This design comes from an exercise in tuning for small area on the open sky130 flow, not from production work.
In this exercise RTL edits were held to simulation tests only and were not proved equivalent to the original.
Power and IR drop assume default switching activity.

===== flow/design.v =====
module pjon_rx (
    input  wire        clk,
    input  wire        rst_n,           
    input  wire        cmd_valid,
    input  wire [31:0] cmd,
    input  wire [2:0]  ev_clr,
    input  wire        cfg_shared,
    input  wire        cfg_simplex,
    input  wire        cfg_router,
    input  wire [7:0]  device_id,
    input  wire [31:0] bus_id,
    input  wire [2:0]  irq_en,
    output reg  [2:0]  result_code,
    output reg         ev_deliver,
    output reg         ev_resp_valid,
    output reg         ev_overrun,
    output wire        rx_active,
    output wire        irq,
    output wire [31:0] result,
    output wire [7:0]  resp,
    output reg  [7:0]  meta_rx_id,
    output reg  [7:0]  meta_tx_id,
    output reg  [31:0] meta_rx_bus,
    output reg  [31:0] meta_tx_bus,
    output reg  [15:0] meta_header,
    output wire [15:0] rx_length,
    output wire [15:0] rx_count,
    output wire [15:0] rx_payoff,
    output wire [15:0] rx_paylen,
    output reg  [7:0]  crc8_acc,
    output reg  [31:0] crc32_acc
);
    localparam [2:0] R_NONE    = 3'd0;
    localparam [2:0] R_ACK     = 3'd1;
    localparam [2:0] R_NAK     = 3'd2;
    localparam [2:0] R_FAIL    = 3'd3;
    localparam [2:0] R_BUSY    = 3'd4;
    localparam [2:0] R_ILLEGAL = 3'd6;
    function [7:0] crc8_step;
        input [7:0] acc;
        input [7:0] b;
        integer k;
        reg [7:0] a;
        reg mix;
        begin
            a = acc;
            for (k = 0; k < 8; k = k + 1) begin
                mix = a[0] ^ b[k];
                a = a >> 1;
                if (mix) a = a ^ 8'h8C;
            end
            crc8_step = a;
        end
    endfunction
    function [31:0] crc32_step;
        input [31:0] acc;
        input [7:0]  b;
        integer k;
        reg [31:0] a;
        begin
            a = acc ^ {24'd0, b};
            for (k = 0; k < 8; k = k + 1)
                a = (a >> 1) ^ (a[0] ? 32'hEDB88320 : 32'h00000000);
            crc32_step = a;
        end
    endfunction
    reg [31:0] res_q;         
    reg        resp_ack, resp_nak;
    reg [10:0] len_q;         
    reg [9:0]  cnt_q;         
    reg [3:0]  payoff_q;      
    reg [9:0]  paylen_q;      
    reg [15:0] rx_hdr;        
    reg [7:0]  rx_byte0;      
    reg [31:0] rx_busbuf;     
    reg [31:0] rx_txbus;      
    reg [7:0]  rx_txid;       
    reg [31:0] rx_crc;        
    reg        rx_okf;        
    assign result    = res_q;
    assign resp      = {3'b000, resp_nak, 1'b0, resp_ack | resp_nak, resp_ack, resp_nak};
    assign rx_length = {5'd0, len_q};
    assign rx_count  = {6'd0, cnt_q};
    assign rx_payoff = {12'd0, payoff_q};
    assign rx_paylen = {6'd0, paylen_q};
    wire [7:0] opc  = cmd[7:0];
    wire [7:0] b    = cmd[15:8];
    wire       vld  = cmd_valid && (cmd[31:18] == 14'd0);
    wire is_nop    = vld && opc == 8'h00;
    wire is_init   = vld && opc == 8'h03;
    wire is_feed8  = vld && opc == 8'h04;
    wire is_feed32 = vld && opc == 8'h05;
    wire is_byte   = vld && opc == 8'h10;
    wire is_fail   = vld && opc == 8'h11;
    wire is_reset  = vld && opc == 8'h12;
    wire is_known  = is_nop | is_init | is_feed8 | is_feed32 | is_byte | is_fail | is_reset;
    wire [9:0] i     = cnt_q;
    wire       first = (i == 10'd0);
    wire       i_lo = (i[9:4] == 6'd0);
    wire       i1    = i_lo && i[3:0] == 4'd1;
    wire       i2    = i_lo && i[3:0] == 4'd2;
    wire h_mode = rx_hdr[0];
    wire h_si   = rx_hdr[1];
    wire h_ackr = rx_hdr[2];
    wire h_c32  = rx_hdr[5];
    wire h_el   = rx_hdr[6];
    wire h_eh   = rx_hdr[7];
    wire [3:0] j = i[3:0] - {3'd0, h_eh} - {3'd0, h_el};
    wire at_len   = i_lo && j == 4'd2;
    wire we_lenhi = i_lo && h_el && j == 4'd1;
    wire [3:0] we_bus;
    assign we_bus[0] = i_lo && h_mode && j == 4'd3;
    assign we_bus[1] = i_lo && h_mode && j == 4'd4;
    assign we_bus[2] = i_lo && h_mode && j == 4'd5;
    assign we_bus[3] = i_lo && h_mode && j == 4'd6;
    wire [3:0] we_txb;
    assign we_txb[0] = i_lo && h_mode && h_si && j == 4'd7;
    assign we_txb[1] = i_lo && h_mode && h_si && j == 4'd8;
    assign we_txb[2] = i_lo && h_mode && h_si && j == 4'd9;
    assign we_txb[3] = i_lo && h_mode && h_si && j == 4'd10;
    wire we_txid = i_lo && h_si && (h_mode ? j == 4'd11 : j == 4'd3);
    wire [3:0] pos_pay  = 4'd3 + {3'd0, h_eh} + {3'd0, h_el} + {1'b0, h_mode, 2'b00} +
                          (h_si ? (h_mode ? 4'd5 : 4'd1) : 4'd0);
    wire [4:0] overhead = {1'b0, pos_pay} + (h_c32 ? 5'd4 : 5'd1);
    wire [7:0] lhi     = h_el ? rx_txid : 8'd0;
    wire       len_big = (lhi[7:3] != 5'd0) || (lhi[2] && (lhi[1:0] != 2'd0 || b != 8'd0));
    wire [4:0] ovmin   = (overhead < 5'd5) ? 5'd5 : overhead;
    wire       len_sml = (lhi == 8'd0) && (b < {3'd0, ovmin});
    wire       bad_len = at_len && (len_big || len_sml);
    wire [10:0] d       = len_q + {1'b1, ~i};
    wire        complete = (d == 11'd0);
    wire        chk32    = h_c32 && (d[10:2] == 9'd0);
    wire [7:0]  a8  = is_feed8 ? crc8_acc :
                      first    ? 8'h00 :
                      i1       ? rx_hdr[7:0] : rx_crc[7:0];
    wire [31:0] a32 = is_feed32 ? crc32_acc :
                      first     ? 32'hFFFFFFFF : rx_crc;
    wire [7:0]  s8  = crc8_step(a8, b);
    wire [31:0] s32 = crc32_step(a32, b);
    wire c32_cur = i1 ? b[5] : h_c32;
    wire use8    = !first && !c32_cur;
    reg [7:0] cbyte;
    always @(*) begin
        case (d[1:0])
            2'd0: cbyte = rx_crc[7:0];
            2'd1: cbyte = rx_crc[15:8];
            2'd2: cbyte = rx_crc[23:16];
            default: cbyte = rx_crc[31:24];
        endcase
    end
    wire m  = (b == (cbyte ^ {8{h_c32}}));
    wire ok = m && rx_okf;
    wire bad_id  = first && !cfg_router && b != device_id && b != 8'hFF;
    wire bad_hdr = i1 && !cfg_router && (b[0] != cfg_shared);
    wire [31:0] bus_nx;
    assign bus_nx[31:24] = (is_byte && we_bus[0]) ? b : rx_busbuf[31:24];
    assign bus_nx[23:16] = (is_byte && we_bus[1]) ? b : rx_busbuf[23:16];
    assign bus_nx[15:8]  = (is_byte && we_bus[2]) ? b : rx_busbuf[15:8];
    assign bus_nx[7:0]   = (is_byte && we_bus[3]) ? b : rx_busbuf[7:0];
    wire [3:0] bus_eq = {bus_nx[31:24] == bus_id[31:24], bus_nx[23:16] == bus_id[23:16],
                         bus_nx[15:8] == bus_id[15:8], bus_nx[7:0] == bus_id[7:0]};
    wire bad_bus = !cfg_router && ((we_bus[0] && !bus_eq[3]) || (we_bus[1] && !bus_eq[2]) ||
                                   (we_bus[2] && !bus_eq[1]) || (we_bus[3] && !bus_eq[0]));
    wire abort = bad_id || bad_hdr || bad_len || bad_bus;
    wire done  = !abort && complete;
    wire warranted = h_ackr && (rx_byte0 != 8'hFF) && !cfg_simplex && !cfg_router &&
                     (!h_mode || bus_eq == 4'hF);
    wire rx_done = is_byte && done;
    wire raise_r = rx_done && warranted;
    wire raise_d = rx_done && ok;
    always @(posedge clk) begin
        if (!rst_n) begin
            result_code   <= R_NONE;
            ev_deliver    <= 1'b0;
            ev_resp_valid <= 1'b0;
            ev_overrun    <= 1'b0;
            res_q         <= 32'd0;
            resp_ack      <= 1'b0;
            resp_nak      <= 1'b0;
            meta_rx_id    <= 8'd0;
            meta_tx_id    <= 8'd0;
            meta_rx_bus   <= 32'd0;
            meta_tx_bus   <= 32'd0;
            meta_header   <= 16'd0;
            len_q         <= 11'd0;
            cnt_q         <= 10'd0;
            payoff_q      <= 4'd0;
            paylen_q      <= 10'd0;
            crc8_acc      <= 8'd0;
            crc32_acc     <= 32'hFFFFFFFF;
        end else begin
            ev_deliver    <= (ev_deliver & ~ev_clr[0]) | raise_d;
            ev_resp_valid <= (ev_resp_valid & ~ev_clr[1]) | raise_r;
            ev_overrun    <= (ev_overrun & ~ev_clr[2]) |
                             (raise_d & ev_deliver & ~ev_clr[0]) |
                             (raise_r & ev_resp_valid & ~ev_clr[1]);
            if (cmd_valid) begin
                if (!is_known)
                    result_code <= R_ILLEGAL;
                else if (is_nop || is_reset)
                    result_code <= R_NONE;
                else if (is_init || is_feed8 || is_feed32)
                    result_code <= R_ACK;
                else if (is_fail)
                    result_code <= R_FAIL;
                else if (abort)
                    result_code <= bad_len ? R_FAIL : R_BUSY;
                else if (complete)
                    result_code <= ok ? R_ACK : R_NAK;
                else
                    result_code <= R_NONE;
            end
            if (is_init) begin
                crc8_acc  <= 8'h00;
                crc32_acc <= 32'hFFFFFFFF;
            end
            if (is_feed8)  crc8_acc  <= s8;
            if (is_feed32) crc32_acc <= s32;
            if (is_feed8)       res_q <= {24'd0, s8};
            else if (is_feed32) res_q <= ~s32;
            else if (rx_done)   res_q <= {21'd0, len_q};
            if (is_fail || is_reset)
                cnt_q <= 10'd0;
            if (is_byte) begin
                cnt_q <= (abort || complete) ? 10'd0 : i + 10'd1;
                if (first)
                    len_q <= 11'd0;
                else if (at_len && !bad_len)
                    len_q <= {lhi[2:0], b};
            end
            if (raise_r) begin
                resp_ack <= ok;
                resp_nak <= !ok;
            end
            if (raise_d) begin
                meta_rx_id  <= rx_byte0;
                meta_header <= {h_eh ? rx_hdr[15:8] : 8'd0, rx_hdr[7:0]};
                meta_rx_bus <= h_mode ? rx_busbuf : 32'd0;
                meta_tx_bus <= (h_mode && h_si) ? rx_txbus : 32'd0;
                meta_tx_id  <= h_si ? rx_txid : 8'd0;
                payoff_q    <= pos_pay;
                paylen_q    <= len_q[9:0] - {5'd0, overhead};
            end
        end
    end
    always @(posedge clk) begin
        if (is_byte) begin
            if (first) begin
                rx_byte0    <= b;
                rx_hdr[7:0] <= s8;
            end
            if (i1)
                rx_hdr[7:0] <= b;
            if (i2 && h_eh)
                rx_hdr[15:8] <= b;
            if (we_lenhi || we_txid)
                rx_txid <= b;
            rx_busbuf <= bus_nx;
            if (we_txb[0]) rx_txbus[31:24] <= b;
            if (we_txb[1]) rx_txbus[23:16] <= b;
            if (we_txb[2]) rx_txbus[15:8]  <= b;
            if (we_txb[3]) rx_txbus[7:0]   <= b;
            if (!chk32) begin
                rx_crc[31:8] <= s32[31:8];
                rx_crc[7:0]  <= use8 ? s8 : s32[7:0];
            end
            rx_okf <= !chk32 || (rx_okf && m);
        end
    end
    assign rx_active = !first;
    assign irq = (ev_deliver & irq_en[0]) | (ev_resp_valid & irq_en[1]) |
                 (ev_overrun & irq_en[2]);
endmodule

===== flow/run.sh =====
#!/bin/bash
# synth_recipe.tcl (not shown) runs the flow's synth.tcl, then flattens the netlist and writes it again
# the make line also repeats each setting of config.mk as NAME=value (left out here)
make -C /OpenROAD-flow-scripts/flow DESIGN_CONFIG=/design/flow/config.mk WORK_HOME=/design/flow/orfs CLKGATE_MAP_FILE= SYNTH_SCRIPT=/design/flow/synth_recipe.tcl finish

===== flow/config.mk =====
export PLATFORM = sky130hd
export DESIGN_NAME = pjon_rx
export DESIGN_NICKNAME = pjon_rx
export VERILOG_FILES = /design/flow/design.v
export SDC_FILE = /design/flow/constraint.sdc
export NUM_CORES = 4
export LEC_CHECK = 0
export CAP_MARGIN = 20
export CORE_MARGIN = 2
export CORE_UTILIZATION = 40
export SLEW_MARGIN = 20

===== flow/constraint.sdc =====
create_clock -name core_clock -period 12.0 [get_ports {clk}]
set_input_delay 2.4000 -clock core_clock [delete_from_list [all_inputs] [get_ports {clk}]]
set_output_delay 2.4000 -clock core_clock [all_outputs]
set_load 0.01 [all_outputs]

==> impl_metrics.py, run 1 <==
metrics = {
    "status": {
        "status": "timing/DRC/antenna clean",
    },
    "critical_path": {
        "worstPathCellList": "inv_1 > ha_1 > inv_1 > ha_1 > nor2b_1 > xnor2_1 > ha_1 > and4b_1 > mux2i_1 > o31ai_1 > ha_1 > a2111oi_0 > o21ai_0 > and4b_1 > o31a_1 > o311a_1 > o2111a_1 > nand3_4 > buf_4 > nor2_1 > o31a_1",
        "cp_data_arrival_time_ns": 7.02,
        "cp_slowest_stage_delay_ns": 0.77,
        "crit_path_end_kind": "register",
        "timing.critical_path.mode_cell": "ha_1",
        "path_class": "register to register",
        "required_ns": 12.45,
        "start_kind": "register",
        "slowest_stage": "buf_4",
        "crit_path_max_fanout": 83,
    },
    "sta": {
        "clock_skew_ns": 0.0167,
        "fmax_ghz": 0.152,
        "hold_violations": 0,
        "rsz0062_at_grt": "false",
        "finalWorstSetupSlack_ns": 5.43,
        "period_minus_slack_ns": 6.57,
        "hold_ws_ns": 0.445,
        "fin_tns_setup_ns": 0,
        "maxSlewViolCount": 0,
        "finalCritPeriodShare_pct": 54.8,
        "worst_slew_pin_slew_ns": 1.07,
        "timing.slew.headroom_pct": 28.7,
        "setup_viol": 0,
    },
    "synthesis": {
        "synth_area_leaders": "dfxtp_1 24%, edfxtp_1 22%, nand2_1 5.4%, nand3_1 4.1%, xnor2_1 4.0%",
        "synthesis.area_sq_um": 17900,
        "ys_seq_elements": 340,
        "ys_seq_area_share_pct": 45.3,
        "ys_warn_count": 1,
        "synth_flop_cell": "dfxtp_1",
        "synth_top_cell_area_share_pct": 23.6,
        "avgSynthCellArea_sq_um": 9.65,
        "yosys.area.top_type": "dfxtp_1",
        "async_flop_share_pct": 0,
        "synthDistinctLibCells": 95,
        "syn-instance-count": 1854,
        "synth_enable_flop_cells": 129,
    },
    "clocking": {
        "cts.sink_count": 340,
        "cts_tree": "built",
        "htreeDepth": 2,
        "clk_pin_slew_ns": 0.06,
        "ctsResizeCount": 0,
        "clock_latency_ns": 0.56,
        "cts_setup_buffers": 0,
        "ctsHoldBuffers": 0,
        "clockBufferDepth": 3,
        "root_buffer": "clkbuf_16",
        "cts_made_buffers": 38,
    },
    "route": {
        "drtIter0Drc": 1291,
        "routed_wl_mm": 59.6,
        "vias": 15100,
        "vias_per_cell": 5.54,
        "drt-pass1-iter-count": 5,
        "post_drt_wl_per_cell_um": 21.8,
        "drcViolationCount": 0,
        "ant_nets": 0,
    },
    "floorplan": {
        "dieHeight_um": 215,
        "die_w_um": 215,
        "start_util_pct": 40.5,
        "core_sq_um": 44100,
        "ios": 332,
        "fp-row-count": 77,
        "die_area_sq_um": 46400,
    },
    "hold_path": {
        "hp-class": "register to register",
    },
    "grt": {
        "grt_max_degree": 84,
        "antenna_found_initial": 2,
        "grt_overflow": 0,
        "grt_pass1_wl_mm": 88.8,
        "grt_usage_pct": 24.8,
        "first_global_vias": 14500,
    },
    "cells_and_area": {
        "finalNonFillerCells": 2727,
        "regArea_sq_um": 8100,
        "multi_input_area_sq_um": 9070,
        "drive_gt1_share_pct": 7.92,
        "layout.nets": 2223,
        "syn2layout_area_growth_pct": 25.5,
        "n_fill_cell": 4192,
    },
    "flow_run": {
        "max-cap-violations": 0,
    },
    "power_and_ir_drop": {
        "total_power_w": 0.00254,
        "power.density_nw_per_um2": 113,
        "ir_drop_v": 0.0000919,
        "p_leak_nw": 7.87,
    },
    "placement": {
        "dp_cells": 2654,
        "pre_cts_ws_ns": 4.57,
        "portBuffers": 296,
        "dp_hpwl_mm": 41.9,
        "gp_congestion": 0.892,
    },
}
[metal layers]
| layer | GRT usage (%) | vias to the layer above | share of wire (%) |
|---|---|---|---|
| met5 | 0 | - | 0.018 |
| met4 | 8.78 | 2 | 3.1 |
| met3 | 3.78 | 113 | 6.1 |
| li1 | - | 7112 | - |
| met2 | 42.0 | 562 | 48 |
| met1 | 32.2 | 7306 | 43 |
[worst max-delay path: cells and delay by family, from the launching register on]
| kind | cells | cell delay [ns] |
|---|---|---|
| and+or+nand+nor | 5 | 0.97 |
| adders and majority gates | 4 | 1.19 |
| AOI/OAI and AO/OA | 7 | 1.93 |
| xor gates and xnor gates | 1 | 0.28 |
| buffers and inverters | 3 | 1.10 |
| muxes | 1 | 0.24 |
| DFF | 1 | 0.74 |
[layout by cell type (no fill, tap or decap), drive strengths merged, types with 13 or more instances in the layout]
master and count:
clkbuf 60, nor3 33, nor4 42, a21oi 140, and3 13, conb 33, nor2 72, or3 33
o21ai 77, mux2 24, o22ai 19, nand2 259, dfxtp 211, a2bb2oi 15, mux2i 19, clkdlybuf4s50 295
nand3 147, xnor2 88, buf 32, nand4 26, ha 32, edfxtp 129, inv 37, xor2 78
[final timing paths]
kind,startpoint,to,slack (ns),cells after the start
min reg2reg,meta_tx_bus[4],meta_tx_bus[4],0.44,2
min,meta_tx_bus[4],meta_tx_bus[4],0.44,2
max reg2reg,rx_hdr[1],ev_overrun,5.43,21
max,rx_hdr[1],ev_overrun,5.43,21
[synth_stat cells, types with 6 or more instances]
library cell	count
nand2_1	258
dfxtp_1	211
nand3_1	146
a21oi_1	140
edfxtp_1	129
xnor2_1	82
clkbuf_1	80
xor2_1	77
o21ai_0	73
nor2_1	71
buf_4	42
inv_1	36
nor4_1	36
ha_1	32
nor3_1	32
or3_1	32
nand4_1	26
mux2_2	24
buf_2	22
mux2i_1	19
o22ai_1	19
a2bb2oi_1	15
and3_1	13
nand2b_1	12
xnor3_1	12
a21o_1	11
a211oi_1	10
o211ai_1	10
and2_1	9
mux4_2	8
a211o_1	7
nor2b_1	7
o31a_1	7
a22o_1	6
o211a_1	6
or2_2	6
xor3_1	6
[sequential cells by signal, summed over array words and instances (netlist names), 16 cells and up]
signal,count
rx_txbus,32
meta_header,16
rx_busbuf,32
meta_tx_bus,32
res_q,32
rx_hdr,16
meta_rx_bus,32
crc32_acc,32
rx_crc,32
[metrics by stage]
| stage | instance area, sq um | utilization, % |
|---|---|---|
| floorplan | 18000 | - |
| finish | 22400 | 50.9 |
| global route | 22400 | 50.9 |
| CTS | 22400 | 50.8 |
| detailed placement | 21200 | 48.1 |
| global placement | 21200 | 48.1 |
[kinds of logic (layout without fill, tap and decap cells)]
group | Yosys count | count (layout) | share of synthesized area (%)
mux | 51 | 51 | 3.58
buf+inv | 187 | 435 | 5.06
fa+ha+maj | 35 | 35 | 2.57
simple gates | 690 | 690 | 19.4
flops | 340 | 340 | 45.3
other cells | 1 | 34 | 0.0210
xor+xnor | 185 | 185 | 11.1
compound gates | 365 | 365 | 13.1
[final cells by class]
| cell class | count | area share (%) |
|---|---|---|
| Tap cell | 592 | 3.30 |
| Inverter | 37 | 0.641 |
| Clock buffer | 59 | 4.95 |
| Timing Repair Buffer | 328 | 14.3 |
| Antenna cell | 1 | 0.0111 |
| Sequential cell | 340 | 36.1 |
| Multi-Input combinational cell | 1359 | 40.4 |
| Clock inverter | 11 | 0.346 |
[where the power goes]
| part | total, W | switching, W | leakage (nW) | internal, W |
|---|---|---|---|---|
| Sequential | 0.00120 | 0.000000279 | 2.75 | 0.00120 |
| Combinational | 0.000216 | 0.000122 | 4.53 | 0.0000936 |
| Clock | 0.00113 | 0.000486 | 0.582 | 0.000641 |
==> inputs of run 2 (changes only) <==
--- a/flow/design.v
+++ b/flow/design.v
@@ -28,7 +28,7 @@
     output wire [15:0] rx_payoff,
     output wire [15:0] rx_paylen,
     output reg  [7:0]  crc8_acc,
-    output reg  [31:0] crc32_acc
+    output wire [31:0] crc32_acc
 );
     localparam [2:0] R_NONE    = 3'd0;
     localparam [2:0] R_ACK     = 3'd1;
@@ -39,32 +39,63 @@
     function [7:0] crc8_step;
         input [7:0] acc;
         input [7:0] b;
-        integer k;
-        reg [7:0] a;
-        reg mix;
+        reg [7:0] t;
         begin
-            a = acc;
-            for (k = 0; k < 8; k = k + 1) begin
-                mix = a[0] ^ b[k];
-                a = a >> 1;
-                if (mix) a = a ^ 8'h8C;
-            end
-            crc8_step = a;
+            t = acc ^ b;
+            crc8_step[0] = t[2] ^ t[4] ^ t[5];
+            crc8_step[1] = t[0] ^ t[3] ^ t[5] ^ t[6];
+            crc8_step[2] = t[0] ^ t[1] ^ t[4] ^ t[6] ^ t[7];
+            crc8_step[3] = t[0] ^ t[1] ^ t[4] ^ t[7];
+            crc8_step[4] = t[0] ^ t[1] ^ t[4];
+            crc8_step[5] = t[1] ^ t[2] ^ t[5];
+            crc8_step[6] = t[0] ^ t[2] ^ t[3] ^ t[6];
+            crc8_step[7] = t[1] ^ t[3] ^ t[4] ^ t[7];
         end
     endfunction
     function [31:0] crc32_step;
         input [31:0] acc;
         input [7:0]  b;
-        integer k;
-        reg [31:0] a;
+        reg [7:0] t;
         begin
-            a = acc ^ {24'd0, b};
-            for (k = 0; k < 8; k = k + 1)
-                a = (a >> 1) ^ (a[0] ? 32'hEDB88320 : 32'h00000000);
-            crc32_step = a;
+            t = acc[7:0] ^ b;
+            crc32_step[0] = acc[8] ^ t[2];
+            crc32_step[1] = acc[9] ^ t[0] ^ t[3];
+            crc32_step[2] = acc[10] ^ t[0] ^ t[1] ^ t[4];
+            crc32_step[3] = acc[11] ^ t[1] ^ t[2] ^ t[5];
+            crc32_step[4] = acc[12] ^ t[0] ^ t[2] ^ t[3] ^ t[6];
+            crc32_step[5] = acc[13] ^ t[1] ^ t[3] ^ t[4] ^ t[7];
+            crc32_step[6] = acc[14] ^ t[4] ^ t[5];
+            crc32_step[7] = acc[15] ^ t[0] ^ t[5] ^ t[6];
+            crc32_step[8] = acc[16] ^ t[1] ^ t[6] ^ t[7];
+            crc32_step[9] = acc[17] ^ t[7];
+            crc32_step[10] = acc[18] ^ t[2];
+            crc32_step[11] = acc[19] ^ t[3];
+            crc32_step[12] = acc[20] ^ t[0] ^ t[4];
+            crc32_step[13] = acc[21] ^ t[0] ^ t[1] ^ t[5];
+            crc32_step[14] = acc[22] ^ t[1] ^ t[2] ^ t[6];
+            crc32_step[15] = acc[23] ^ t[2] ^ t[3] ^ t[7];
+            crc32_step[16] = acc[24] ^ t[0] ^ t[2] ^ t[3] ^ t[4];
+            crc32_step[17] = acc[25] ^ t[0] ^ t[1] ^ t[3] ^ t[4] ^ t[5];
+            crc32_step[18] = acc[26] ^ t[0] ^ t[1] ^ t[2] ^ t[4] ^ t[5] ^ t[6];
+            crc32_step[19] = acc[27] ^ t[1] ^ t[2] ^ t[3] ^ t[5] ^ t[6] ^ t[7];
+            crc32_step[20] = acc[28] ^ t[3] ^ t[4] ^ t[6] ^ t[7];
+            crc32_step[21] = acc[29] ^ t[2] ^ t[4] ^ t[5] ^ t[7];
+            crc32_step[22] = acc[30] ^ t[2] ^ t[3] ^ t[5] ^ t[6];
+            crc32_step[23] = acc[31] ^ t[3] ^ t[4] ^ t[6] ^ t[7];
+            crc32_step[24] = t[0] ^ t[2] ^ t[4] ^ t[5] ^ t[7];
+            crc32_step[25] = t[0] ^ t[1] ^ t[2] ^ t[3] ^ t[5] ^ t[6];
+            crc32_step[26] = t[0] ^ t[1] ^ t[2] ^ t[3] ^ t[4] ^ t[6] ^ t[7];
+            crc32_step[27] = t[1] ^ t[3] ^ t[4] ^ t[5] ^ t[7];
+            crc32_step[28] = t[0] ^ t[4] ^ t[5] ^ t[6];
+            crc32_step[29] = t[0] ^ t[1] ^ t[5] ^ t[6] ^ t[7];
+            crc32_step[30] = t[0] ^ t[1] ^ t[6] ^ t[7];
+            crc32_step[31] = t[1] ^ t[7];
         end
     endfunction
-    reg [31:0] res_q;         
+    reg [31:0] crc_x;
+    reg        crc_f;         
+    reg        res_x;         
+    reg [10:0] res_s;         
     reg        resp_ack, resp_nak;
     reg [10:0] len_q;         
     reg [9:0]  cnt_q;         
@@ -77,7 +108,8 @@
     reg [7:0]  rx_txid;       
     reg [31:0] rx_crc;        
     reg        rx_okf;        
-    assign result    = res_q;
+    assign crc32_acc = crc_x | {32{crc_f}};
+    assign result    = res_x ? ~crc_x : {21'd0, res_s};
     assign resp      = {3'b000, resp_nak, 1'b0, resp_ack | resp_nak, resp_ack, resp_nak};
     assign rx_length = {5'd0, len_q};
     assign rx_count  = {6'd0, cnt_q};
@@ -174,7 +206,8 @@
             ev_deliver    <= 1'b0;
             ev_resp_valid <= 1'b0;
             ev_overrun    <= 1'b0;
-            res_q         <= 32'd0;
+            res_x         <= 1'b0;
+            res_s         <= 11'd0;
             resp_ack      <= 1'b0;
             resp_nak      <= 1'b0;
             meta_rx_id    <= 8'd0;
@@ -187,7 +220,7 @@
             payoff_q      <= 4'd0;
             paylen_q      <= 10'd0;
             crc8_acc      <= 8'd0;
-            crc32_acc     <= 32'hFFFFFFFF;
+            crc_f         <= 1'b1;
         end else begin
             ev_deliver    <= (ev_deliver & ~ev_clr[0]) | raise_d;
             ev_resp_valid <= (ev_resp_valid & ~ev_clr[1]) | raise_r;
@@ -212,13 +245,16 @@
             end
             if (is_init) begin
                 crc8_acc  <= 8'h00;
-                crc32_acc <= 32'hFFFFFFFF;
+                crc_f     <= 1'b1;
             end
             if (is_feed8)  crc8_acc  <= s8;
-            if (is_feed32) crc32_acc <= s32;
-            if (is_feed8)       res_q <= {24'd0, s8};
-            else if (is_feed32) res_q <= ~s32;
-            else if (rx_done)   res_q <= {21'd0, len_q};
+            if (is_feed32) crc_f     <= 1'b0;
+            if (is_feed32)
+                res_x <= 1'b1;
+            else if (is_feed8 || rx_done)
+                res_x <= 1'b0;
+            if (is_feed8)       res_s <= {3'd0, s8};
+            else if (rx_done)   res_s <= len_q;
             if (is_fail || is_reset)
                 cnt_q <= 10'd0;
             if (is_byte) begin
@@ -242,6 +278,10 @@
                 paylen_q    <= len_q[9:0] - {5'd0, overhead};
             end
         end
+    end
+    always @(posedge clk) begin
+        if (is_feed32)
+            crc_x <= s32;
     end
     always @(posedge clk) begin
         if (is_byte) begin
==> flow/flow/run.sh (new file) <==
#!/bin/bash
# Own layout flow: the standard ORFS flow, with smaller port buffers
# (buf_1 instead of the default pick) and a clock tree built from small
# clock buffers without dummy loads. Each tool's output goes to a log here.
set -euo pipefail
W=$(pwd)
CTS="-sink_clustering_enable -repair_clock_nets -dont_use_dummy_load -buf_list {sky130_fd_sc_hd__clkbuf_1 sky130_fd_sc_hd__clkbuf_2 sky130_fd_sc_hd__clkbuf_4}"
bash standard.sh \
  BUFFER_PORTS_ARGS="-buffer_cell sky130_fd_sc_hd__buf_1" \
  CTS_ARGS="$CTS" \
  finish > "$W/standard_flow.log" 2>&1
==> flow/standard.sh (new file) <==
#!/bin/bash
# synth_recipe.tcl (not shown) runs the flow's synth.tcl, then flattens the netlist and writes it again
# the make line also repeats each setting of config.mk as NAME=value (left out here)
make -C /OpenROAD-flow-scripts/flow DESIGN_CONFIG=/design/flow/config.mk WORK_HOME=/design/flow/orfs CLKGATE_MAP_FILE= SYNTH_SCRIPT=/design/flow/synth_recipe.tcl "${@:-finish}"
removed: flow/run.sh
==> impl_metrics.py, run 2 <==
metrics = {
    "synthesis": {
        "yosys.area.top_type": "edfxtp_1",
        "synthesis.area_sq_um": 17300,
        "ys_warn_count": 1,
        "synth_flop_cell": "edfxtp_1",
        "synth_top_cell_area_share_pct": 28.0,
        "async_flop_share_pct": 0,
        "avgSynthCellArea_sq_um": 9.65,
        "synthDistinctLibCells": 83,
        "ys_seq_elements": 321,
        "ys_seq_area_share_pct": 46.5,
        "synth_enable_flop_cells": 161,
        "synth_common_cells": "209 x nand2_1, 161 x edfxtp_1, 160 x dfxtp_1",
        "syn-instance-count": 1791,
        "synth_area_leaders": "edfxtp_1 28%, dfxtp_1 19%, xnor2_1 6.2%, nand2_1 4.5%, a21oi_1 4.5%",
        "synth.most_common_cell": "nand2_1",
    },
    "critical_path": {
        "critical-path-top-delay-family": "compound AO/OA/AOI/OAI gates",
        "worst-path-buf-inv": 3,
        "timing.critical_path.mode_cell": "ha_1",
        "start_kind": "register",
        "required_ns": 12.65,
        "cp_data_arrival_time_ns": 7.52,
        "crit_path_max_fanout": 105,
        "worstPathCellList": "inv_1 > ha_1 > inv_1 > ha_1 > nor2b_1 > xnor2_1 > ha_1 > and3_1 > nor2_1 > xnor2_1 > a21oi_1 > ha_1 > nand3b_1 > a311o_1 > a221oi_1 > o21ai_0 > a221oi_1 > o41ai_4 > nor4_4 > buf_6 > nand3_1 > a21oi_1",
        "slowest_stage": "nor4_4",
        "path_class": "register to register",
        "cp_slowest_stage_delay_ns": 0.82,
        "crit_path_end_kind": "register",
    },
    "cells_and_area": {
        "syn2layout_area_growth_pct": 12.3,
        "final_area_sq_um": 19400,
        "final_common_cell": "buf_1",
        "finalNonFillerCells": 2672,
        "regArea_sq_um": 8040,
        "layout.nets": 2204,
        "multi_input_area_sq_um": 8380,
        "drive_gt1_share_pct": 10.4,
        "final_cell_mix": "287 x buf_1, 209 x nand2_1, 161 x edfxtp_1",
        "n_fill_cell": 4246,
    },
    "route": {
        "topRoutingLayerUsed": "met5",
        "drt-met1-wl_mm": 22.7,
        "vias_per_cell": 5.37,
        "ant_nets": 0,
        "drcViolationCount": 0,
        "vias": 14300,
        "post_drt_wl_per_cell_um": 19.8,
        "drtIter0Drc": 1015,
        "dr_wl_met2_mm": 24.3,
        "routed_wl_mm": 52.9,
        "wl_met3_mm": 4.34,
        "drt-pass1-iter-count": 5,
    },
    "sta": {
        "setup_viol": 0,
        "fmax_ghz": 0.146,
        "hold_violations": 0,
        "rsz0062_at_grt": "false",
        "timing.slew.headroom_pct": 27.0,
        "clock_skew_ns": 0.0964,
        "period_minus_slack_ns": 6.87,
        "fin_tns_setup_ns": 0,
        "maxSlewViolCount": 0,
        "finalCritPeriodShare_pct": 57.2,
        "worst_slew_pin_slew_ns": 1.09,
    },
    "clocking": {
        "cts_setup_buffers": 0,
        "cts.sink_count": 321,
        "clk_pin_slew_ns": 0.06,
        "ctsHoldBuffers": 0,
        "root_buffer": "clkbuf_4",
        "cts_tree": "built",
        "cts_made_buffers": 86,
        "ctsResizeCount": 0,
        "clockBufferDepth": 3,
        "clock_latency_ns": 0.80,
        "htreeDepth": 3,
    },
    "power_and_ir_drop": {
        "power.density_nw_per_um2": 106,
        "switching_power_w": 0.000520,
        "ir_drop_v": 0.0000586,
        "switching_share_pct": 25.2,
        "p_leak_nw": 6.47,
        "internal-power_w": 0.00154,
        "power_frac_seq_pct": 56.2,
        "combPwrFrac_pct": 8.0,
        "pwr-share-clk_pct": 35.8,
    },
    "status": {
        "status": "timing/DRC/antenna clean",
    },
    "floorplan": {
        "die_w_um": 212,
        "dieHeight_um": 212,
        "ios": 332,
        "start_util_pct": 40.3,
        "fp-row-count": 76,
        "core_sq_um": 42900,
        "die_area_sq_um": 44900,
    },
    "grt": {
        "first_global_vias": 13600,
        "grt_usage_pct": 23.1,
        "grt_overflow": 0,
        "grt_max_degree": 106,
        "grt_pass1_wl_mm": 79.1,
        "antenna_found_initial": 7,
    },
    "placement": {
        "postPlaceCellArea_sq_um": 18700,
        "dp_hpwl_mm": 36.8,
        "portBuffers": 296,
        "gp_congestion": 0.846,
        "dp_cells": 2581,
    },
    "hold_path": {
        "hp-class": "register to register",
    },
    "flow_run": {
        "max-cap-violations": 0,
    },
}
## run 2: cell types whose count changed after synthesis, sizes merged, moves of 21 or more
| cell | before | now |
|---|---|---|
| edfxtp | 129 | 161 |
| nor2 | 72 | 118 |
| o21ai | 77 | 33 |
| or3 | 33 | 7 |
| dfxtp | 211 | 160 |
| nor4 | 42 | 21 |
| nor2b | 7 | 37 |
| nand2 | 259 | 209 |
| inv | 37 | 77 |
| xnor2 | 88 | 123 |
## run 2: worst paths after layout
path / from / to / slack [ns] / depth (start not counted)
min reg2reg: rx_txbus[24] / meta_tx_bus[24] / 0.37 / 2
min: rx_txbus[24] / meta_tx_bus[24] / 0.37 / 2
max reg2reg: rx_hdr[1] / meta_rx_bus[25] / 5.13 / 22
max: rx_hdr[1] / meta_rx_bus[25] / 5.13 / 22
## run 2: metal layers
metal,up-vias,global-route usage [%]
met5,-,0
met4,6,8.52
met1,6897,30.4
met3,114,6.10
met2,518,36.6
li1,6801,-
## run 2: power by group through the flow
stage | Clock (W) | Sequential, W | Combinational (W)
4_1_cts | 0.000762 | 0.00116 | 0.000164
2_1_floorplan | 0 | 0.00118 | 0.000114
6_report | 0.000737 | 0.00116 | 0.000165
3_3_place_gp | 0 | 0.00118 | 0.000161
5_1_grt | 0.000809 | 0.00116 | 0.000178
3_5_place_dp | 0 | 0.00118 | 0.000162
## run 2: worst min-delay path, stage by stage (launching register included)
cell and delay (ns):
edfxtp_1 0.32, nand3_1 0.06, nand2_1 0.06
## run 2: kinds of logic (layout without fill, tap and decap cells)
| family | Yosys count | count (layout) | share of synthesized area, % |
|---|---|---|---|
| and+or+nand+nor | 661 | 661 | 19.1 |
| DFF | 321 | 321 | 46.5 |
| AOI/OAI and AO/OA | 283 | 283 | 10.1 |
| buffers and inverters | 224 | 484 | 5.94 |
| xor gates and xnor gates | 190 | 190 | 10.5 |
| muxes | 76 | 76 | 5.28 |
| adders and majority gates | 35 | 35 | 2.66 |
| other | 1 | 37 | 0.0217 |
## run 2: per-stage QoR
stage	total power (W)	util (%)	hold slack [ns]	worst slack [ns]
floorplan	0.00130	-	0.436	5.63
global placement	0.00134	43.7	0.436	4.27
detailed placement	0.00135	43.7	0.443	4.18
CTS	0.00209	45.2	0.362	4.89
global route	0.00215	45.3	0.402	4.57
finish	0.00206	45.3	0.374	5.13
## run 2: area by class of cell
class / instances / share of cell area [%]
well taps: 585 / 3.77
diodes: 4 / 0.0516
flip-flops and latches: 321 / 41.4
repair buffers: 321 / 6.81
multi-input cells: 1278 / 43.2
inverters: 77 / 1.50
clock buffers: 86 / 3.33
==> inputs of run 3 (changes only) <==
==> flow/flow/run.sh (replaced) <==
#!/bin/bash
# Own layout flow: the standard ORFS flow, with smaller port buffers
# (buf_1 instead of the default pick) and a clock tree built from small
# clock buffers in larger sink clusters, without dummy loads.
set -euo pipefail
W=$(pwd)
CTS="-sink_clustering_enable -repair_clock_nets -dont_use_dummy_load -sink_clustering_size 20 -sink_clustering_max_diameter 40 -buf_list {sky130_fd_sc_hd__clkbuf_2 sky130_fd_sc_hd__clkbuf_4 sky130_fd_sc_hd__clkbuf_8}"
bash standard.sh \
  BUFFER_PORTS_ARGS="-buffer_cell sky130_fd_sc_hd__buf_1" \
  CTS_ARGS="$CTS" \
  finish > "$W/standard_flow.log" 2>&1
--- a/flow/config.mk
+++ b/flow/config.mk
@@ -7,5 +7,5 @@
 export LEC_CHECK = 0
 export CAP_MARGIN = 20
 export CORE_MARGIN = 2
-export CORE_UTILIZATION = 40
+export CORE_UTILIZATION = 65
 export SLEW_MARGIN = 20
==> impl_metrics.py, run 3 <==
metrics = {
    "flow_run": {
        "max-cap-violations": 0,
    },
    "critical_path": {
        "slowest_stage": "a311oi_2",
        "timing.critical_path.mode_cell": "or4_4",
        "crit_path_end_kind": "register",
        "required_ns": 12.45,
        "worstPathCellList": "buf_1 > or4_4 > or4_4 > or3_1 > inv_2 > a31o_2 > nand3_1 > a311oi_2 > or4_4 > buf_16 > nand2_1 > a21oi_1",
        "crit_path_max_fanout": 71,
        "cp_data_arrival_time_ns": 7.44,
        "start_kind": "input pin",
        "path_class": "input pin to register",
        "cp_slowest_stage_delay_ns": 0.83,
        "worstRegToRegCells": 23,
    },
    "cells_and_area": {
        "finalNonFillerCells": 2376,
        "final_cell_mix": "289 x buf_1, 209 x nand2_1, 161 x edfxtp_1",
        "final_common_cell": "buf_1",
        "final_area_sq_um": 19000,
        "drive_gt1_share_pct": 8.33,
        "syn2layout_area_growth_pct": 10.2,
        "layout.nets": 2161,
        "final_util_pct": 73.1,
    },
    "clocking": {
        "clock_latency_ns": 0.57,
        "cts.sink_count": 321,
        "clockBufferDepth": 3,
        "root_buffer": "clkbuf_8",
        "clk_pin_slew_ns": 0.11,
        "ctsResizeCount": 0,
        "ctsHoldBuffers": 0,
        "cts_setup_buffers": 0,
        "cts_tree": "built",
        "htreeDepth": 2,
        "cts_made_buffers": 41,
    },
    "synthesis": {
        "synth_enable_flop_cells": 161,
        "synthDistinctLibCells": 83,
        "ys_seq_area_share_pct": 46.5,
        "ys_seq_elements": 321,
        "synthesis.area_sq_um": 17300,
        "async_flop_share_pct": 0,
        "synth_flop_cell": "edfxtp_1",
        "avgSynthCellArea_sq_um": 9.65,
        "synth_top_cell_area_share_pct": 28.0,
        "synth_area_leaders": "edfxtp_1 28%, dfxtp_1 19%, xnor2_1 6.2%, nand2_1 4.5%, a21oi_1 4.5%",
        "syn-instance-count": 1791,
        "ys_warn_count": 1,
        "yosys.area.top_type": "edfxtp_1",
        "synth.most_common_cell": "nand2_1",
        "synth_common_cells": "209 x nand2_1, 161 x edfxtp_1, 160 x dfxtp_1",
    },
    "grt": {
        "grt_max_degree": 104,
        "antenna_found_initial": 1,
        "grt_usage_pct": 33.4,
        "grt_overflow": 0,
        "grt_pass1_wl_mm": 74.2,
        "first_global_vias": 13400,
    },
    "floorplan": {
        "fp-row-count": 59,
        "start_util_pct": 66.3,
        "core_sq_um": 26100,
        "die_w_um": 167,
        "dieHeight_um": 167,
        "ios": 332,
        "die_area_sq_um": 27900,
    },
    "sta": {
        "period_minus_slack_ns": 6.99,
        "hold_violations": 0,
        "fmax_ghz": 0.143,
        "maxSlewViolCount": 0,
        "setup_viol": 0,
        "finalCritPeriodShare_pct": 58.3,
        "rsz0062_at_grt": "false",
        "finalWorstSetupSlack_ns": 5.01,
        "timing.slew.headroom_pct": 29.8,
        "worst_slew_pin_slew_ns": 1.05,
        "fin_tns_setup_ns": 0,
        "clock_skew_ns": 0.0656,
    },
    "power_and_ir_drop": {
        "p_leak_nw": 6.38,
        "power.density_nw_per_um2": 104,
        "ir_drop_v": 0.000110,
    },
    "route": {
        "ant_nets": 0,
        "vias": 14300,
        "drtIter0Drc": 1412,
        "post_drt_wl_per_cell_um": 20.2,
        "drt-pass1-iter-count": 8,
        "routed_wl_mm": 47.9,
        "vias_per_cell": 6.04,
        "drcViolationCount": 0,
    },
    "placement": {
        "pre_cts_ws_ns": 4.27,
        "dp_cells": 2332,
        "gp_congestion": 0.942,
        "portBuffers": 296,
        "postPlaceCellArea_sq_um": 18400,
        "dp_hpwl_mm": 33.0,
    },
    "hold_path": {
        "hold_depth": 2,
        "hp-class": "register to register",
    },
    "status": {
        "status": "timing/DRC/antenna clean",
    },
}
run 3: cell counts after synthesis:
Identical to the previous run, type by type.
run 3: layer usage:
layer  vias up  part of all wire, %  wire (um)  track usage [%]
met3       108                  9.2       4430             6.80
met5         -                    0          0                0
met4         0                  2.9       1400             10.9
met2       680                   47      22400             53.8
li1       6678                    -          -                -
met1      6882                   41      19700             45.5
run 3: power breakdown:
group          internal [W]  leakage [nW]  switching, W  total (W)
registers           0.00116          2.62   0.000000228    0.00116
logic             0.0000585          3.46      0.000104   0.000162
clock network      0.000303         0.295      0.000364   0.000666
total               0.00152          6.38      0.000468    0.00199
run 3: cells by family (layout without fill, tap and decap cells):
kind of cell	after synthesis	after routing	share of synthesized area (%)
flip-flops	321	321	46.5
AND/OR/NAND/NOR	661	661	19.1
multiplexers	76	76	5.28
adder cells (fa/ha/maj)	35	35	2.66
XOR/XNOR	190	190	10.5
buffers and inverters	224	441	5.94
other	1	34	0.0217
AO/OA/AOI/OAI	283	283	10.1
run 3: critical path: cells and delay by family:
kind	cells	cell delay, ns
and+or+nand+nor	6	2.51
AOI/OAI and AO/OA	3	1.27
buffers and inverters	3	1.16
run 3: path summary, 6_finish.rpt:
kind                start              end  slack [ns]
max               cmd[24]   meta_header[4]        5.01
min          rx_txbus[23]  meta_tx_bus[23]        0.44
max reg2reg     rx_hdr[1]   meta_rx_bus[1]        5.44
min reg2reg  rx_txbus[23]  meta_tx_bus[23]        0.44
run 3: cell type report:
class / instances / area, sq um
Multi-Input combinational cell: 1278 / 8370
Sequential cell: 321 / 8040
Tap cell: 335 / 419
Inverter: 77 / 290
Clock buffer: 41 / 564
Fill cell: 1983 / 7020
Timing Repair Buffer: 323 / 1360
Antenna cell: 1 / 2.50
run 3: per-stage QoR:
| step | hold WS [ns] | total power [W] |
|---|---|---|
| floorplan | 0.436 | 0.00130 |
| global placement | 0.437 | 0.00134 |
| detailed placement | 0.440 | 0.00134 |
| CTS | 0.431 | 0.00199 |
| global route | 0.463 | 0.00204 |
| finish | 0.438 | 0.00199 |
==> inputs of run 4 (changes only) <==
==> flow/flow/run.sh (replaced) <==
#!/bin/bash
# Own layout flow: the standard ORFS flow, with smaller port buffers
# (buf_1 instead of the default pick) and a clock tree built from small
# clock buffers in larger sink clusters, without dummy loads.
set -euo pipefail
W=$(pwd)
CTS="-sink_clustering_enable -repair_clock_nets -dont_use_dummy_load -sink_clustering_size 15 -sink_clustering_max_diameter 60 -buf_list {sky130_fd_sc_hd__clkbuf_2 sky130_fd_sc_hd__clkbuf_4 sky130_fd_sc_hd__clkbuf_8}"
bash standard.sh \
  BUFFER_PORTS_ARGS="-buffer_cell sky130_fd_sc_hd__buf_1" \
  CTS_ARGS="$CTS" \
  finish > "$W/standard_flow.log" 2>&1
--- a/flow/config.mk
+++ b/flow/config.mk
@@ -7,5 +7,5 @@
 export LEC_CHECK = 0
 export CAP_MARGIN = 20
 export CORE_MARGIN = 2
-export CORE_UTILIZATION = 65
+export CORE_UTILIZATION = 40
 export SLEW_MARGIN = 20
==> impl_metrics.py, run 4 <==
metrics = {
    "status": {
        "status": "timing/DRC/antenna clean",
    },
    "flow_run": {
        "max-cap-violations": 0,
    },
    "synthesis": {
        "syn-instance-count": 1791,
        "synth.most_common_cell": "nand2_1",
        "synth_enable_flop_cells": 161,
        "synthDistinctLibCells": 83,
        "ys_seq_elements": 321,
        "synthesis.area_sq_um": 17300,
        "synth_common_cells": "209 x nand2_1, 161 x edfxtp_1, 160 x dfxtp_1",
        "ys_warn_count": 1,
        "ys_seq_area_share_pct": 46.5,
        "synth_area_leaders": "edfxtp_1 28%, dfxtp_1 19%, xnor2_1 6.2%, nand2_1 4.5%, a21oi_1 4.5%",
        "avgSynthCellArea_sq_um": 9.65,
        "async_flop_share_pct": 0,
        "yosys.area.top_type": "edfxtp_1",
        "synth_flop_cell": "edfxtp_1",
        "synth_top_cell_area_share_pct": 28.0,
    },
    "power_and_ir_drop": {
        "power_frac_seq_pct": 60.9,
        "internal-power_w": 0.00144,
        "total_power_w": 0.00190,
        "power.density_nw_per_um2": 99.1,
        "ir_drop_v": 0.0000720,
        "p_leak_nw": 6.29,
        "combPwrFrac_pct": 8.7,
        "pwr-share-clk_pct": 30.4,
        "switching_share_pct": 24.4,
        "switching_power_w": 0.000464,
    },
    "cells_and_area": {
        "layout.nets": 2148,
        "final_area_sq_um": 19200,
        "syn2layout_area_growth_pct": 11.0,
        "final_common_cell": "buf_1",
        "drive_gt1_share_pct": 7.89,
        "final_cell_mix": "287 x buf_1, 209 x nand2_1, 161 x edfxtp_1",
    },
    "clocking": {
        "htreeDepth": 1,
        "cts.sink_count": 321,
        "cts_made_buffers": 30,
        "ctsResizeCount": 0,
        "root_buffer": "clkbuf_8",
        "ctsHoldBuffers": 0,
        "cts_setup_buffers": 0,
        "clockBufferDepth": 3,
        "clk_pin_slew_ns": 0.07,
        "cts_tree": "built",
        "clock_latency_ns": 0.64,
    },
    "sta": {
        "fmax_ghz": 0.144,
        "maxSlewViolCount": 0,
        "finalWorstSetupSlack_ns": 5.06,
        "fin_tns_setup_ns": 0,
        "worst_slew_pin_slew_ns": 1.09,
        "timing.slew.headroom_pct": 26.7,
        "clock_skew_ns": 0.0607,
        "hold_violations": 0,
        "period_minus_slack_ns": 6.94,
        "finalCritPeriodShare_pct": 57.8,
        "rsz0062_at_grt": "false",
        "setup_viol": 0,
    },
    "grt": {
        "grt_max_degree": 106,
        "grt_usage_pct": 22.5,
        "antenna_found_initial": 4,
        "grt_pass1_wl_mm": 77.3,
        "grt_overflow": 0,
        "first_global_vias": 13100,
    },
    "critical_path": {
        "required_ns": 12.53,
        "timing.critical_path.mode_cell": "ha_1",
        "slowest_stage": "nor4_4",
        "cp_data_arrival_time_ns": 7.47,
        "start_kind": "register",
        "worstRegToRegCells": 22,
        "crit_path_end_kind": "register",
        "crit_path_max_fanout": 105,
        "worstPathCellList": "inv_1 > ha_1 > inv_1 > ha_1 > nor2b_1 > xnor2_1 > ha_1 > and3_1 > nor2_1 > xnor2_1 > a21oi_1 > ha_1 > nand3b_1 > a311o_1 > a221oi_1 > o21ai_0 > a221oi_1 > o41ai_4 > nor4_4 > buf_6 > nand3_1 > a21oi_1",
        "cp_slowest_stage_delay_ns": 0.83,
        "path_class": "register to register",
    },
    "floorplan": {
        "ios": 332,
        "die_area_sq_um": 44900,
        "die_w_um": 212,
        "fp-row-count": 76,
        "start_util_pct": 40.3,
        "dieHeight_um": 212,
        "core_sq_um": 42900,
    },
    "route": {
        "drtIter0Drc": 1085,
        "routed_wl_mm": 52.0,
        "vias_per_cell": 5.37,
        "post_drt_wl_per_cell_um": 19.9,
        "drt-pass1-iter-count": 6,
        "ant_nets": 0,
        "drcViolationCount": 0,
        "vias": 14000,
    },
    "placement": {
        "portBuffers": 296,
        "gp_congestion": 0.846,
        "postPlaceCellArea_sq_um": 18700,
        "pre_cts_ws_ns": 4.18,
        "dp_hpwl_mm": 36.8,
    },
    "hold_path": {
        "hp-class": "register to register",
        "hold_depth": 2,
    },
}
[run 4: cell counts after synthesis]
No cell type changed its count.
[run 4: area by class of cell]
class | count | area (sq um)
Clock buffer | 30 | 413
Antenna cell | 3 | 7.51
Fill cell | 4231 | 23700
Sequential cell | 321 | 8040
Multi-Input combinational cell | 1278 | 8380
Timing Repair Buffer | 321 | 1320
Tap cell | 585 | 732
Inverter | 77 | 290
[run 4: through the flow]
stage,hold slack (ns),utilization (%),std cells
3_3_place_gp,0.436,43.7,2581
2_1_floorplan,0.436,-,1823
6_report,0.449,44.7,2615
3_5_place_dp,0.443,43.7,2581
5_1_grt,0.470,44.7,2613
4_1_cts,0.455,44.6,2611
[run 4: metal layers]
layer  routed length, um  track usage (%)  vias up
met3                4020             4.57       81
met5                  43                0        -
met2               24000             36.1      477
met1               22500             30.4     6794
met4                1410             7.09        6
li1                    -                -     6676
[run 4: final timing paths]
kind                            slack, ns              end            start
worst max-delay path                 5.06  meta_rx_bus[25]        rx_hdr[1]
worst min-delay path                 0.45  meta_rx_bus[28]  meta_rx_bus[28]
worst max register to register       5.06  meta_rx_bus[25]        rx_hdr[1]
worst min register to register       0.45  meta_rx_bus[28]  meta_rx_bus[28]
[run 4: power by group through the flow]
stage                     clock, W  combinational, W  sequential [W]
after detailed placement         0          0.000162         0.00118
after global placement           0          0.000161         0.00118
after floorplan                  0          0.000114         0.00118
after global routing      0.000629          0.000178         0.00116
after CTS                 0.000592          0.000164         0.00116
final                     0.000578          0.000165         0.00116
[run 4: cells by family after synthesis]
kind of cell             after synthesis  share of synthesized area [%]
AO/OA/AOI/OAI                        283                           10.1
XOR/XNOR                             190                           10.5
adder cells (fa/ha/maj)               35                           2.66
buffers and inverters                224                           5.94
flip-flops                           321                           46.5
multiplexers                          76                           5.28
other                                  1                         0.0217
AND/OR/NAND/NOR                      661                           19.1
[run 4: critical path: cells and delay by family (launching register included)]
| family | cells | cell delay (ns) |
|---|---|---|
| AO/OA/AOI/OAI | 7 | 2.01 |
| XOR/XNOR | 2 | 0.37 |
| adder cells (fa/ha/maj) | 4 | 1.18 |
| buffers and inverters | 3 | 1.01 |
| flip-flops | 1 | 0.59 |
| AND/OR/NAND/NOR | 6 | 1.57 |
==> inputs of run 5 (changes only) <==
==> flow/flow/run.sh (replaced) <==
#!/bin/bash
# Own layout flow: the standard ORFS flow (standard.sh) with three changes
#  - synthesis maps logic with an area-oriented ABC script (flow/abc_map.script)
#    instead of ORFS's delay-oriented one; the rest of synthesis, and so the
#    registers, are unchanged;
#  - ports are buffered with buf_1 instead of the default buffer pick;
#  - the clock tree uses small clock buffers in sink clusters of up to 15,
#    without dummy loads.
# Each tool's output goes to a log file in this folder.
set -euo pipefail
W=$(pwd)
rm -rf "$W/scripts_mod"
cp -r "$FLOW_HOME/scripts" "$W/scripts_mod"
cp "$W/flow/abc_map.script" "$W/scripts_mod/abc_speed.script"
CTS="-sink_clustering_enable -repair_clock_nets -dont_use_dummy_load -sink_clustering_size 22 -sink_clustering_max_diameter 50 -buf_list {sky130_fd_sc_hd__clkbuf_2 sky130_fd_sc_hd__clkbuf_4 sky130_fd_sc_hd__clkbuf_8}"
bash standard.sh \
  SCRIPTS_DIR="$W/scripts_mod" \
  BUFFER_PORTS_ARGS="-buffer_cell sky130_fd_sc_hd__buf_1" \
  CTS_ARGS="$CTS" \
  finish > "$W/standard_flow.log" 2>&1
==> flow/flow/abc_map.script (new file) <==
strash
dc2
dch -f
map -a
mfs2
strash
dc2
dch -f
map -a
topo
==> impl_metrics.py, run 5 <==
metrics = {
    "status": {
        "status": "timing/DRC/antenna clean",
    },
    "floorplan": {
        "ios": 332,
        "dieHeight_um": 201,
        "fp-row-count": 72,
        "die_area_sq_um": 40400,
        "die_w_um": 201,
        "core_sq_um": 38500,
        "start_util_pct": 40.3,
    },
    "clocking": {
        "cts.sink_count": 321,
        "ctsHoldBuffers": 0,
        "clockBufferDepth": 3,
        "cts_tree": "built",
        "clk_pin_slew_ns": 0.10,
        "clock_latency_ns": 0.59,
        "root_buffer": "clkbuf_8",
        "ctsResizeCount": 0,
        "htreeDepth": 2,
        "cts_setup_buffers": 0,
        "cts_made_buffers": 40,
    },
    "sta": {
        "hold_ws_ns": 0.450,
        "period_minus_slack_ns": 8.91,
        "timing.slew.headroom_pct": 29.5,
        "worst_slew_pin_slew_ns": 1.06,
        "fin_tns_setup_ns": 0,
        "setup_viol": 0,
        "fmax_ghz": 0.112,
        "clock_skew_ns": 0.0624,
        "maxSlewViolCount": 0,
        "finalCritPeriodShare_pct": 74.3,
        "rsz0062_at_grt": "false",
        "hold_violations": 0,
    },
    "synthesis": {
        "ys_warn_count": 1,
        "avgSynthCellArea_sq_um": 9.10,
        "synth_area_leaders": "edfxtp_1 31%, dfxtp_1 21%, nor2_1 7.9%, xor2_1 5.0%, o21ai_0 4.4%",
        "synth_common_cells": "327 x nor2_1, 161 x edfxtp_1, 160 x dfxtp_1",
        "synthesis.area_sq_um": 15500,
        "syn-instance-count": 1704,
        "ys_seq_area_share_pct": 51.8,
        "ys_seq_elements": 321,
        "synth_enable_flop_cells": 161,
        "yosys.area.top_type": "edfxtp_1",
        "synthDistinctLibCells": 40,
        "synth.most_common_cell": "nor2_1",
        "synth_top_cell_area_share_pct": 31.2,
        "synth_flop_cell": "edfxtp_1",
        "async_flop_share_pct": 0,
    },
    "route": {
        "vias": 13600,
        "drt-pass1-iter-count": 5,
        "routed_wl_mm": 50.4,
        "ant_nets": 0,
        "post_drt_wl_per_cell_um": 19.5,
        "vias_per_cell": 5.27,
        "drcViolationCount": 0,
        "drtIter0Drc": 903,
    },
    "placement": {
        "portBuffers": 296,
        "gp_congestion": 0.963,
        "dp_hpwl_mm": 36.3,
    },
    "critical_path": {
        "cp_data_arrival_time_ns": 9.40,
        "required_ns": 12.49,
        "crit_path_end_kind": "register",
        "path_class": "input pin to register",
        "crit_path_max_fanout": 43,
        "start_kind": "input pin",
    },
    "power_and_ir_drop": {
        "ir_drop_v": 0.0000694,
        "total_power_w": 0.00197,
        "p_leak_nw": 6.11,
        "power.density_nw_per_um2": 110,
    },
    "grt": {
        "grt_max_degree": 94,
        "first_global_vias": 12800,
        "grt_overflow": 0,
        "antenna_found_initial": 1,
        "grt_usage_pct": 24.3,
        "grt_pass1_wl_mm": 75.8,
    },
    "cells_and_area": {
        "final_cell_mix": "323 x nor2_1, 296 x buf_1, 161 x edfxtp_1",
        "layout.nets": 2181,
        "final_common_cell": "nor2_1",
        "syn2layout_area_growth_pct": 15.4,
        "drive_gt1_share_pct": 5.05,
    },
    "hold_path": {
        "hp-class": "register to register",
    },
    "flow_run": {
        "max-cap-violations": 0,
    },
}
==> run 5: metrics by stage <==
stage / std cells / utilization, % / setup WS (ns) / instance area [sq um]
floorplan: 1736 / - / 1.14 / 15600
global placement: 2538 / 45.1 / 2.60 / 17300
detailed placement: 2538 / 45.1 / 2.51 / 17300
CTS: 2578 / 46.5 / 3.09 / 17900
global route: 2579 / 46.5 / 2.24 / 17900
finish: 2579 / 46.5 / 3.09 / 17900
==> run 5: final timing paths <==
path,from,end,slack (ns),depth (start not counted)
worst max-delay path,cmd_valid,meta_tx_bus[9],3.09,27
worst min-delay path,rx_hdr[9],meta_header[9],0.45,2
worst max register to register,cnt_q[0],meta_tx_bus[9],4.28,32
worst min register to register,rx_hdr[9],meta_header[9],0.45,2
==> run 5: critical path: stages <==
cell and delay, ns:
buf_1 0.19, clkinv_1 0.16, nor4_1 0.17, nand2_1 0.08
nor2_1 0.27, nand3_1 0.26, nor2_4 0.13, buf_4 0.45
clkinv_1 0.55, nor2_1 0.33, clkinv_1 0.36, o21ai_0 0.35
clkinv_1 0.14, a221oi_1 0.32, o2111ai_1 0.15, nor4_1 0.56
nor2_1 0.14, nor2_1 0.11, nand4_1 0.20, a21oi_1 0.33
nand3_1 0.12, nor3_1 0.24, nand2_2 0.10, inv_2 0.57
buf_4 0.45, nor2_1 0.08, nor3_1 0.14
==> run 5: layout make-up <==
type                       instances  area [sq um]
clock buffer                      40           551
inverter                         149           562
antenna                            1          2.50
sequential                       321          8040
multi-input combinational       1228          6790
fill                            3839         20600
timing repair buffer             322          1310
tap                              518           648
==> run 5: logic make-up (layout without fill, tap and decap cells) <==
| kind of cell | Yosys count | after routing | share of synthesized area, % |
|---|---|---|---|
| fa+ha+maj | 35 | 35 | 2.97 |
| flops | 321 | 321 | 51.8 |
| other cells | 1 | 34 | 0.0242 |
| simple gates | 629 | 629 | 17.0 |
| buf+inv | 187 | 511 | 5.40 |
| xor+xnor | 144 | 144 | 8.13 |
| compound gates | 387 | 387 | 14.6 |
==> run 5: per-layer routing <==
layer  GRT usage (%)  part of all wire, %  vias up
li1                -                    -     6559
met4            7.38                  2.6        0
met3            4.48                  6.4       92
met2            40.4                   47      488
met5               0                    0        -
met1            32.2                   44     6463
==> run 5: where the power goes <==
part / switching [W] / internal [W]
combinational: 0.0000957 / 0.0000408
clock: 0.000381 / 0.000296
sequential: 0.000000317 / 0.00116
==> inputs of run 6 (changes only) <==
--- a/flow/flow/run.sh
+++ b/flow/flow/run.sh
@@ -12,7 +12,7 @@
 rm -rf "$W/scripts_mod"
 cp -r "$FLOW_HOME/scripts" "$W/scripts_mod"
 cp "$W/flow/abc_map.script" "$W/scripts_mod/abc_speed.script"
-CTS="-sink_clustering_enable -repair_clock_nets -dont_use_dummy_load -sink_clustering_size 22 -sink_clustering_max_diameter 50 -buf_list {sky130_fd_sc_hd__clkbuf_2 sky130_fd_sc_hd__clkbuf_4 sky130_fd_sc_hd__clkbuf_8}"
+CTS="-sink_clustering_enable -repair_clock_nets -dont_use_dummy_load -sink_clustering_size 10 -sink_clustering_max_diameter 40 -buf_list {sky130_fd_sc_hd__clkbuf_2 sky130_fd_sc_hd__clkbuf_4}"
 bash standard.sh \
   SCRIPTS_DIR="$W/scripts_mod" \
   BUFFER_PORTS_ARGS="-buffer_cell sky130_fd_sc_hd__buf_1" \
==> impl_metrics.py, run 6 <==
metrics = {
    "status": {
        "status": "timing/DRC/antenna clean",
    },
    "route": {
        "vias_per_cell": 5.29,
        "drtIter0Drc": 929,
        "ant_nets": 0,
        "drcViolationCount": 0,
        "routed_wl_mm": 50.8,
        "drt-pass1-iter-count": 5,
        "vias": 13700,
        "post_drt_wl_per_cell_um": 19.6,
    },
    "placement": {
        "gp_congestion": 0.963,
        "portBuffers": 296,
        "dp_cells": 2538,
        "dp_hpwl_mm": 36.3,
        "postPlaceCellArea_sq_um": 17300,
    },
    "synthesis": {
        "ys_seq_elements": 321,
        "synth.most_common_cell": "nor2_1",
        "ys_seq_area_share_pct": 51.8,
        "synthDistinctLibCells": 40,
        "synth_area_leaders": "edfxtp_1 31%, dfxtp_1 21%, nor2_1 7.9%, xor2_1 5.0%, o21ai_0 4.4%",
        "synthesis.area_sq_um": 15500,
        "ys_warn_count": 1,
        "syn-instance-count": 1704,
        "avgSynthCellArea_sq_um": 9.10,
        "synth_enable_flop_cells": 161,
        "async_flop_share_pct": 0,
        "yosys.area.top_type": "edfxtp_1",
        "synth_common_cells": "327 x nor2_1, 161 x edfxtp_1, 160 x dfxtp_1",
        "synth_top_cell_area_share_pct": 31.2,
        "synth_flop_cell": "edfxtp_1",
    },
    "cells_and_area": {
        "syn2layout_area_growth_pct": 14.3,
        "finalNonFillerCells": 2591,
        "final_util_pct": 46.1,
        "drive_gt1_share_pct": 5.55,
        "n_fill_cell": 3877,
        "final_area_sq_um": 17700,
        "final_common_cell": "nor2_1",
        "final_cell_mix": "323 x nor2_1, 296 x buf_1, 161 x edfxtp_1",
        "regArea_sq_um": 8040,
        "multi_input_area_sq_um": 6790,
        "layout.nets": 2192,
    },
    "floorplan": {
        "die_w_um": 201,
        "die_area_sq_um": 40400,
        "ios": 332,
        "dieHeight_um": 201,
        "start_util_pct": 40.3,
        "core_sq_um": 38500,
        "fp-row-count": 72,
    },
    "clocking": {
        "clockBufferDepth": 3,
        "clock_latency_ns": 0.81,
        "clk_pin_slew_ns": 0.11,
        "root_buffer": "clkbuf_4",
        "cts.sink_count": 321,
        "htreeDepth": 2,
        "ctsResizeCount": 0,
        "cts_setup_buffers": 0,
        "ctsHoldBuffers": 0,
        "cts_tree": "built",
        "cts_made_buffers": 51,
    },
    "sta": {
        "worst_slew_pin_slew_ns": 1.08,
        "setup_viol": 0,
        "rsz0062_at_grt": "false",
        "fmax_ghz": 0.114,
        "period_minus_slack_ns": 8.77,
        "maxSlewViolCount": 0,
        "fin_tns_setup_ns": 0,
        "clock_skew_ns": 0.110,
        "finalCritPeriodShare_pct": 73.1,
        "hold_violations": 0,
        "timing.slew.headroom_pct": 28.2,
    },
    "hold_path": {
        "hp-class": "register to register",
        "worstHoldEndpoint": "meta_tx_id[5]",
        "worstHoldStart": "rx_txid[5]",
        "hold_depth": 2,
    },
    "critical_path": {
        "start_kind": "input pin",
        "rr_startpoint": "cnt_q[0]",
        "worst-path-buf-inv": 7,
        "worstRegToRegCells": 32,
        "critical-path-top-delay-family": "simple AND/OR/NAND/NOR gates",
        "rrSetupSlack_ns": 4.21,
        "cp_data_arrival_time_ns": 9.46,
        "timing.critical_path.mode_cell": "nor2_1",
        "slowest_stage": "inv_2",
        "required_ns": 12.69,
        "rr_endpoint": "meta_tx_bus[31]",
        "path_class": "input pin to register",
        "crit_path_end_kind": "register",
        "cp_slowest_stage_delay_ns": 0.57,
        "crit_path_max_fanout": 43,
    },
    "flow_run": {
        "max-cap-violations": 0,
    },
    "power_and_ir_drop": {
        "power.density_nw_per_um2": 105,
        "p_leak_nw": 6.06,
        "ir_drop_v": 0.0000507,
    },
    "grt": {
        "antenna_found_initial": 2,
        "grt_overflow": 0,
        "first_global_vias": 12900,
        "grt_max_degree": 94,
        "grt_usage_pct": 24.5,
        "grt_pass1_wl_mm": 76.2,
    },
}
run 6: cell counts after synthesis:
Identical to the previous run, type by type.
run 6: cells by family after synthesis:
| family | share of synthesized area [%] |
|---|---|
| simple gates | 17.0 |
| buf+inv | 5.40 |
| other cells | 0.0242 |
| compound gates | 14.6 |
| fa+ha+maj | 2.97 |
| flops | 51.8 |
| xor+xnor | 8.13 |
run 6: worst max-delay path by stage:
stage | start | to | slack [ns] | cells past startpoint
floorplan | cmd[24] | paylen_q[0] | 1.14 | 22
global placement | cmd_valid | meta_tx_bus[3] | 2.60 | 27
detailed placement | cmd_valid | meta_tx_bus[2] | 2.51 | 27
CTS | cmd_valid | meta_tx_bus[31] | 3.33 | 27
global route | cmd_valid | meta_tx_bus[29] | 2.45 | 27
finish | cmd_valid | meta_tx_bus[31] | 3.23 | 27
run 6: final cells by class:
type	instances	share of cell area, %
multi-input combinational	1228	38.3
clock buffer	51	2.16
inverter	149	3.17
antenna	2	0.0282
sequential	321	45.3
tap	518	3.66
timing repair buffer	322	7.37
run 6: worst reg2reg max path, delay by kind of cell (launching register included):
kind | cells | cell delay, ns
XOR/XNOR | 1 | 0.21
buffers and inverters | 9 | 2.28
flip-flops | 1 | 0.48
AO/OA/AOI/OAI | 5 | 1.32
AND/OR/NAND/NOR | 15 | 2.63
adder cells (fa/ha/maj) | 2 | 0.80
run 6: through the flow:
| stage | setup WS [ns] | power [W] | hold slack, ns |
|---|---|---|---|
| after floorplan | 1.14 | 0.00127 | 0.441 |
| after global placement | 2.60 | 0.00132 | 0.449 |
| after detailed placement | 2.51 | 0.00132 | 0.453 |
| after CTS | 3.33 | 0.00188 | 0.453 |
| after global routing | 2.45 | 0.00194 | 0.472 |
| final | 3.23 | 0.00186 | 0.450 |
run 6: where the power goes:
| part | switching, W | internal, W | leakage (nW) | total [W] |
|---|---|---|---|---|
| Sequential | 0.000000314 | 0.00116 | 2.63 | 0.00116 |
| Combinational | 0.0000960 | 0.0000408 | 3.20 | 0.000137 |
| Clock | 0.000374 | 0.000193 | 0.235 | 0.000567 |
| Total | 0.000471 | 0.00139 | 6.06 | 0.00186 |
run 6: layer usage:
metal  global-route usage, %  vias up  share of wire, %
met4                    8.31        0               2.7
met2                    40.6      517                47
met5                       0        -                 0
li1                        -     6597                 -
met3                    4.87       92               6.8
met1                    32.1     6489                43

-- what the ideal ports hide --
The results above use ideal ports. As a check the final layouts listed here were re-extracted and re-timed, cells and wires unchanged. Step 1 sets driving cells, clkbuf_16 on the clock port and buf_2 on the other inputs (assumed; they add their load-dependent delay and slew). Step 2, shift: input delay + t, output delay - t, t = (earliest + latest rising clock arrival at the registers) / 2. This alone moves slack from input paths to output paths. Three values: no drivers, after step 1, after step 2; two values: the first two.
run	shift t [ns]	setup slack, ns	hold slack, ns
run 1	0.609	5.428 / 5.428 / 4.910	0.445 / 0.445 / 0.445
run 2	0.803	5.131 / 5.131 / 4.396	0.374 / 0.374 / 0.374
run 3	0.582	5.009 / 5.029 / 4.447	0.438 / 0.438 / 0.438
run 4	0.665	5.059 / 5.059 / 4.426	0.449 / 0.449 / 0.449
run 5	0.613	3.090 / 3.115 / 2.502	0.450 / 0.450 / 0.450
run 6	0.810	3.232 / 3.256 / 2.446	0.450 / 0.450 / 0.450
After both steps setup and hold are still met in every run listed. The setup slack of run 6, which loses most, moves by +0.024 ns with the drivers and by -0.786 ns with both steps.
